This is an optimization exercise on Yosys and OpenROAD, whose aim is small area, a short achievable clock period and few clock cycles, not a production implementation.
In this exercise RTL edits were held to simulation tests only and were not proved equivalent to the original.
No activity file was given, so power comes from the tool's default toggle rates.

==> zinc <==
## ant_codec
module ant_codec (
    input  wire       clk,
    input  wire       rst,
    input  wire       cmd_valid,
    output wire       cmd_ready,
    input  wire [1:0] cmd_op,
    input  wire [7:0] cmd_byte,
    input  wire [8:0] cmd_len,
    output reg        rsp_valid,
    output reg  [3:0] rsp_code,
    output reg  [7:0] rsp_id,
    output reg  [7:0] rsp_plen,
    output reg  [8:0] rsp_count,
    output reg        pl_valid,
    output reg  [7:0] pl_byte,
    output reg        tx_valid,
    output reg  [7:0] tx_byte,
    output wire [8:0] rx_level
);
make LEC_CHECK=0 CAP_MARGIN=20 CORE_MARGIN=2 CORE_UTILIZATION=60 PLACE_DENSITY=0.72 SETUP_SLACK_MARGIN=5 SLEW_MARGIN=20 finish   # period 10.0 ns
run.sh (not shown) runs the stock make flow with config.mk's settings and CLKGATE_MAP_FILE= SYNTH_SCRIPT=/design/flow/synth_recipe.tcl, a recipe that flattens the netlist after the stock synthesis.
==> harbor: changes against zinc <==
--- a/flow/design.v
+++ b/flow/design.v
@@ -80,17 +80,16 @@
     reg [8:0] f_idx;       
     reg [8:0] f_ptr;       
     reg [5:0]  rsel;       
     reg        rd_stream;  
     reg        rd_scan1;   
     reg        rd_scan;    
     reg       st_busy;
     reg       st_run;      
-    reg       st_ok;       
     reg [8:0] st_ptr;
     reg [7:0] st_left;
     reg       st2_v;
     reg [8:0] st2_ptr;
     reg [7:0] st2_len;
     reg       push_safe;
     reg       enc_pay;     
     reg       enc_chk;     
@@ -100,23 +99,22 @@
     reg [1:0] e_out;       
     reg [1:0] e_done;      
     reg       a_v, a_rdy, b_v, b_rdy;
     reg [3:0] a_code, b_code;
     reg [7:0] b_id, b_plen;
     reg [8:0] b_count;
     reg       hd_v;
     reg [2:0] hd_code;
-    reg [4:0] hd_n;
+    reg [8:0] hd_n;
     reg       tl_v;
     reg [2:0] tl_code;
-    reg [4:0] tl_n;
+    reg [8:0] tl_n;
     reg [2:0] qm_code [0:QF-1];
-    reg [4:0] qm_n    [0:QF-1];
-    reg [2:0] qm_rp, qm_wp;
+    reg [8:0] qm_n    [0:QF-1];
     reg [3:0] qm_cnt;
     reg       q_room;
     wire is_pay   = enc_pay;
     wire c_push   = !is_pay && c_op == OP_PUSH;
     wire c_dec    = !is_pay && c_op == OP_DECODE;
     wire c_drop   = !is_pay && c_op == OP_DROP;
     wire c_enc    = !is_pay && c_op == OP_ENCODE;
     wire d_room   = !(a_v && b_v) && !st2_v;
@@ -181,33 +179,34 @@
         input [8:0] x;
         begin
             aligned = x[2:0] == ph + 3'd1;
         end
     endfunction
     wire stg_wr = stg_cnt != 4'd0 && aligned(rw);
     wire [9:0] st_d   = (st_ptr >= rw) ? {1'b0, st_ptr} - {1'b0, rw}
                                        : {1'b0, st_ptr} + 10'd320 - {1'b0, rw};
-    wire st_rd    = st_busy && aligned(st_ptr) && (st_run || st_ok);
+    wire st_ready = st_d == 10'd0 || st_d >= {6'd0, stg_cnt};
+    wire st_rd    = st_busy && aligned(st_ptr) && (st_run || st_ready);
     wire st_new   = do_valid && sc_len != 8'd0;
     wire st_last  = st_rd && st_left == 8'd1;
     wire fetch    = !scan_reset && !st_busy && !st2_v && !st_new &&
                     sc_state != SC_DONE && f_idx < count && aligned(f_ptr) &&
                     ({1'b0, f_idx} + {6'd0, stg_cnt} <= {1'b0, count});
     wire       emit    = hd_v && (hd_code == Q_DATA ? (a_v && a_rdy) :
                                   hd_code == Q_ENC  ? e_done != 2'd0 : 1'b1);
     wire       emit_a  = emit && hd_code == Q_DATA;
     wire       emit_e  = emit && hd_code == Q_ENC;
-    wire       hd_free = !hd_v || (emit && hd_n == 5'd1);
+    wire       hd_free = !hd_v || (emit && hd_n == 9'd1);
     wire       qm_pop  = hd_free && qm_cnt != 4'd0;
     wire       tl_take = hd_free && qm_cnt == 4'd0 && tl_v;
     wire       direct  = hd_free && qm_cnt == 4'd0 && !tl_v && q_add;
     wire       q_mark  = q_add_code[2:1] == 2'b11;
     wire       tl_merge = q_add && !tl_take && tl_v && !q_mark &&
-                          tl_code == q_add_code && tl_n != 5'd31;
+                          tl_code == q_add_code && tl_n != 9'd511;
     wire       qm_push = q_add && !tl_take && tl_v && !tl_merge;
     wire [3:0] qm_cnt_n = qm_cnt + {3'd0, qm_push} - {3'd0, qm_pop};
     integer r, q;
     always @(posedge clk) begin
         for (r = 0; r < NR; r = r + 1) begin
             for (q = 1; q < RL; q = q + 1)
                 ring[r*RL + q] <= ring[r*RL + q - 1];
             if (stg_wr && rw[8:3] == r)
@@ -224,31 +223,45 @@
     reg [7:0] rd_or;
     always @(*) begin
         rd_or = 8'd0;
         for (g = 0; g < NR; g = g + 1)
             rd_or = rd_or | (ring[g*RL] & {8{rsel == g}});
     end
     always @(posedge clk)
         pl_byte <= rd_or;
+    integer m;
     always @(posedge clk) begin
-        if (qm_push) begin
-            qm_code[qm_wp] <= tl_code;
-            qm_n[qm_wp]    <= tl_n;
+        for (m = 0; m < QF; m = m + 1) begin
+            if (qm_pop) begin
+                if (m < QF - 1) begin
+                    if (qm_push && m == qm_cnt - 1) begin
+                        qm_code[m] <= tl_code;
+                        qm_n[m]    <= tl_n;
+                    end else begin
+                        qm_code[m] <= qm_code[(m + 1) % QF];
+                        qm_n[m]    <= qm_n[(m + 1) % QF];
+                    end
+                end
+            end else if (qm_push && m == qm_cnt) begin
+                qm_code[m] <= tl_code;
+                qm_n[m]    <= tl_n;
+            end
         end
     end
     reg [8:0] count_n;
     always @(*) begin
         count_n = count;
         if (do_push)        count_n = count + 9'd1;
         else if (do_remove) count_n = count - sc_idx;
         else if (do_drop)   count_n = count - drop_n;
     end
     wire [8:0] st_old  = st_busy ? st_ptr : st2_ptr;
-    wire [9:0] t_dist  = {1'b0, wr_ptr} - {1'b0, st_old};
+    wire [9:0] prot    = (rd_ptr >= st_old) ? {1'b0, rd_ptr} - {1'b0, st_old}
+                                            : {1'b0, rd_ptr} + 10'd320 - {1'b0, st_old};
     reg [1:0] sc_state_n;
     reg       a_v_n, b_v_n, a_rdy_n, b_rdy_n;
     always @(posedge clk) begin
         if (rst) begin
             c_v       <= 1'b0;
             s_v       <= 1'b0;
             drop_ok   <= 1'b0;
             rd_ptr    <= 9'd0;
@@ -282,18 +295,16 @@
             e_done    <= 2'd0;
             a_v       <= 1'b0;
             a_rdy     <= 1'b0;
             b_v       <= 1'b0;
             b_rdy     <= 1'b0;
             hd_v      <= 1'b0;
             tl_v      <= 1'b0;
             qm_cnt    <= 4'd0;
-            qm_rp     <= 3'd0;
-            qm_wp     <= 3'd0;
             q_room    <= 1'b1;
             rsp_valid <= 1'b0;
             pl_valid  <= 1'b0;
             tx_valid  <= 1'b0;
         end else begin
             if (c_free) begin
                 if (s_v) begin
                     c_v    <= 1'b1;
@@ -413,18 +424,17 @@
                 st_ptr  <= sc_pay;
                 st_left <= sc_len;
             end
             if (st_new && (st_busy || st2_v)) begin
                 st2_v   <= 1'b1;
                 st2_ptr <= sc_pay;
                 st2_len <= sc_len;
             end
-            st_ok     <= st_busy && st_d >= {6'd0, stg_cnt};
-            push_safe <= t_dist[9] ? (t_dist < 10'd1010) : (t_dist < 10'd306);
+            push_safe <= ({1'b0, count} + prot) < 10'd306;
             pl_valid  <= rd_stream;
             a_v_n   = a_v;
             b_v_n   = b_v;
             a_rdy_n = a_rdy || (st_last && a_v && !a_rdy);
             b_rdy_n = b_rdy || (st_last && !(a_v && !a_rdy));
             if (emit_a) begin
                 a_v_n   = 1'b0;
                 a_rdy_n = 1'b0;
@@ -460,45 +470,41 @@
             a_rdy <= a_rdy_n;
             b_rdy <= b_rdy_n;
             rsp_valid <= emit;
             if (emit)
                 rsp_code <= emit_a ? a_code :
                             emit_e ? R_ENC_OK : {hd_code[2], 1'b0, hd_code[1:0]};
             if (qm_pop) begin
                 hd_v    <= 1'b1;
-                hd_code <= qm_code[qm_rp];
-                hd_n    <= qm_n[qm_rp];
+                hd_code <= qm_code[0];
+                hd_n    <= qm_n[0];
             end else if (tl_take) begin
                 hd_v    <= 1'b1;
                 hd_code <= tl_code;
                 hd_n    <= tl_n;
             end else if (direct) begin
                 hd_v    <= 1'b1;
                 hd_code <= q_add_code;
-                hd_n    <= 5'd1;
+                hd_n    <= 9'd1;
             end else if (hd_free) begin
                 hd_v    <= 1'b0;
             end else if (emit) begin
-                hd_n    <= hd_n - 5'd1;
+                hd_n    <= hd_n - 9'd1;
             end
             if (tl_merge) begin
-                tl_n <= tl_n + 5'd1;
+                tl_n <= tl_n + 9'd1;
             end else if (q_add && !direct) begin
                 tl_v    <= 1'b1;
                 tl_code <= q_add_code;
-                tl_n    <= 5'd1;
+                tl_n    <= 9'd1;
             end else if (tl_take) begin
                 tl_v    <= 1'b0;
             end
             qm_cnt <= qm_cnt_n;
-            if (qm_push)
-                qm_wp <= qm_wp + 3'd1;
-            if (qm_pop)
-                qm_rp <= qm_rp + 3'd1;
             q_room <= qm_cnt_n < QF;
             e_out  <= e_out + {1'b0, do_enc} - {1'b0, emit_e};
             e_done <= e_done + {1'b0, p1v && p1c} - {1'b0, emit_e};
             if (do_enc) begin
                 tx_valid <= 1'b1;
                 tx_byte  <= SYNC;
                 p1v      <= 1'b1;
                 p1c      <= 1'b0;
==> summary.txt <==
| metric | zinc | harbor |
|---|---|---|
| Run status | timing/DRC/antenna clean | timing/DRC/antenna clean |
| Net total in the final layout | 6399 | 6665 |
| Final critical-path share of the clock period | 43.1% | 46.9% |
| Share of the synthesized netlist area taken by xor and xnor gates | 1.64% | 1.56% |
| Hold path endpoint | ring[226][5] | ring[254][6] |
| Area growth syn-to-layout | 15.1% | 15.1% |
| Proportion of cell area occupied by multi-input gates | 17.6% | 18.7% |
| Power dissipated in sequential cells | 12900 µW | 13400 µW |
| Share of cells above drive strength 1 | 10.8% | 11.4% |
| ClkCell Share | 9.68% | 9.70% |
| Pre-Repair DR Iteration Count | 5 | 9 |
| Combinational Power Share | 4.5% | 6.2% |
| Slowest-stage cell, CP | clkdlybuf4s50_1 | or3b_2 |
| Cell variety after synth | 91 | 102 |
| Flop and latch count out of synthesis | 3077 | 3098 |
| Clock slew seen by the registers of the worst setup and hold paths | 0.07 ns | 0.06 ns |
| Clock insertion delay at the later pin of the skew report | 0.91 ns | 0.92 ns |
| Count of placed standard cells including taps | 7725 | 8052 |
| Required time reported for the critical path endpoint | 8.00 ns | 10.68 ns |
| Post-route worst hold slack | 0.267 ns | 0.257 ns |
| Met3 WL | 9680 µm | 12700 µm |
| Die width | 376 µm | 382 µm |
| Synthesized-area fraction occupied by and/or/nand/nor cells | 6.65% | 6.36% |
| Core footprint | 137000 µm² | 142000 µm² |
Testbench counts of zinc, summed over its fixed seeds: cycles 62,657.
Testbench counts of harbor, summed over its fixed seeds: cycles 62,361.

## afterwards: timing with drivers on the ports
Ports are ideal in the flow. The routed layouts listed here were re-timed in OpenROAD.
Step 1, drivers: a clkbuf_16 drives clk and a buf_2 each remaining input, both assumed.
Step 2 moves the port delays by t, midway between the first and last clock arrival at a register: inputs arrive t later, outputs are due t later. That takes back most of the time a late clock gives input paths.
Three values: no drivers, after step 1, after step 2; two values: the first two.
run	shift t [ns]	setup slack, ns	worst setup path after step 2	cell pins on the clock port's net
zinc	0.959	5.690 / 5.607 / 5.741	input to register	1
harbor	0.964	5.308 / 5.308 / 5.041	input to register	1
After both steps every run listed still meets setup and hold. The setup slack of harbor, which loses most, moves by 0.000 ns with the drivers and by -0.267 ns with both steps.
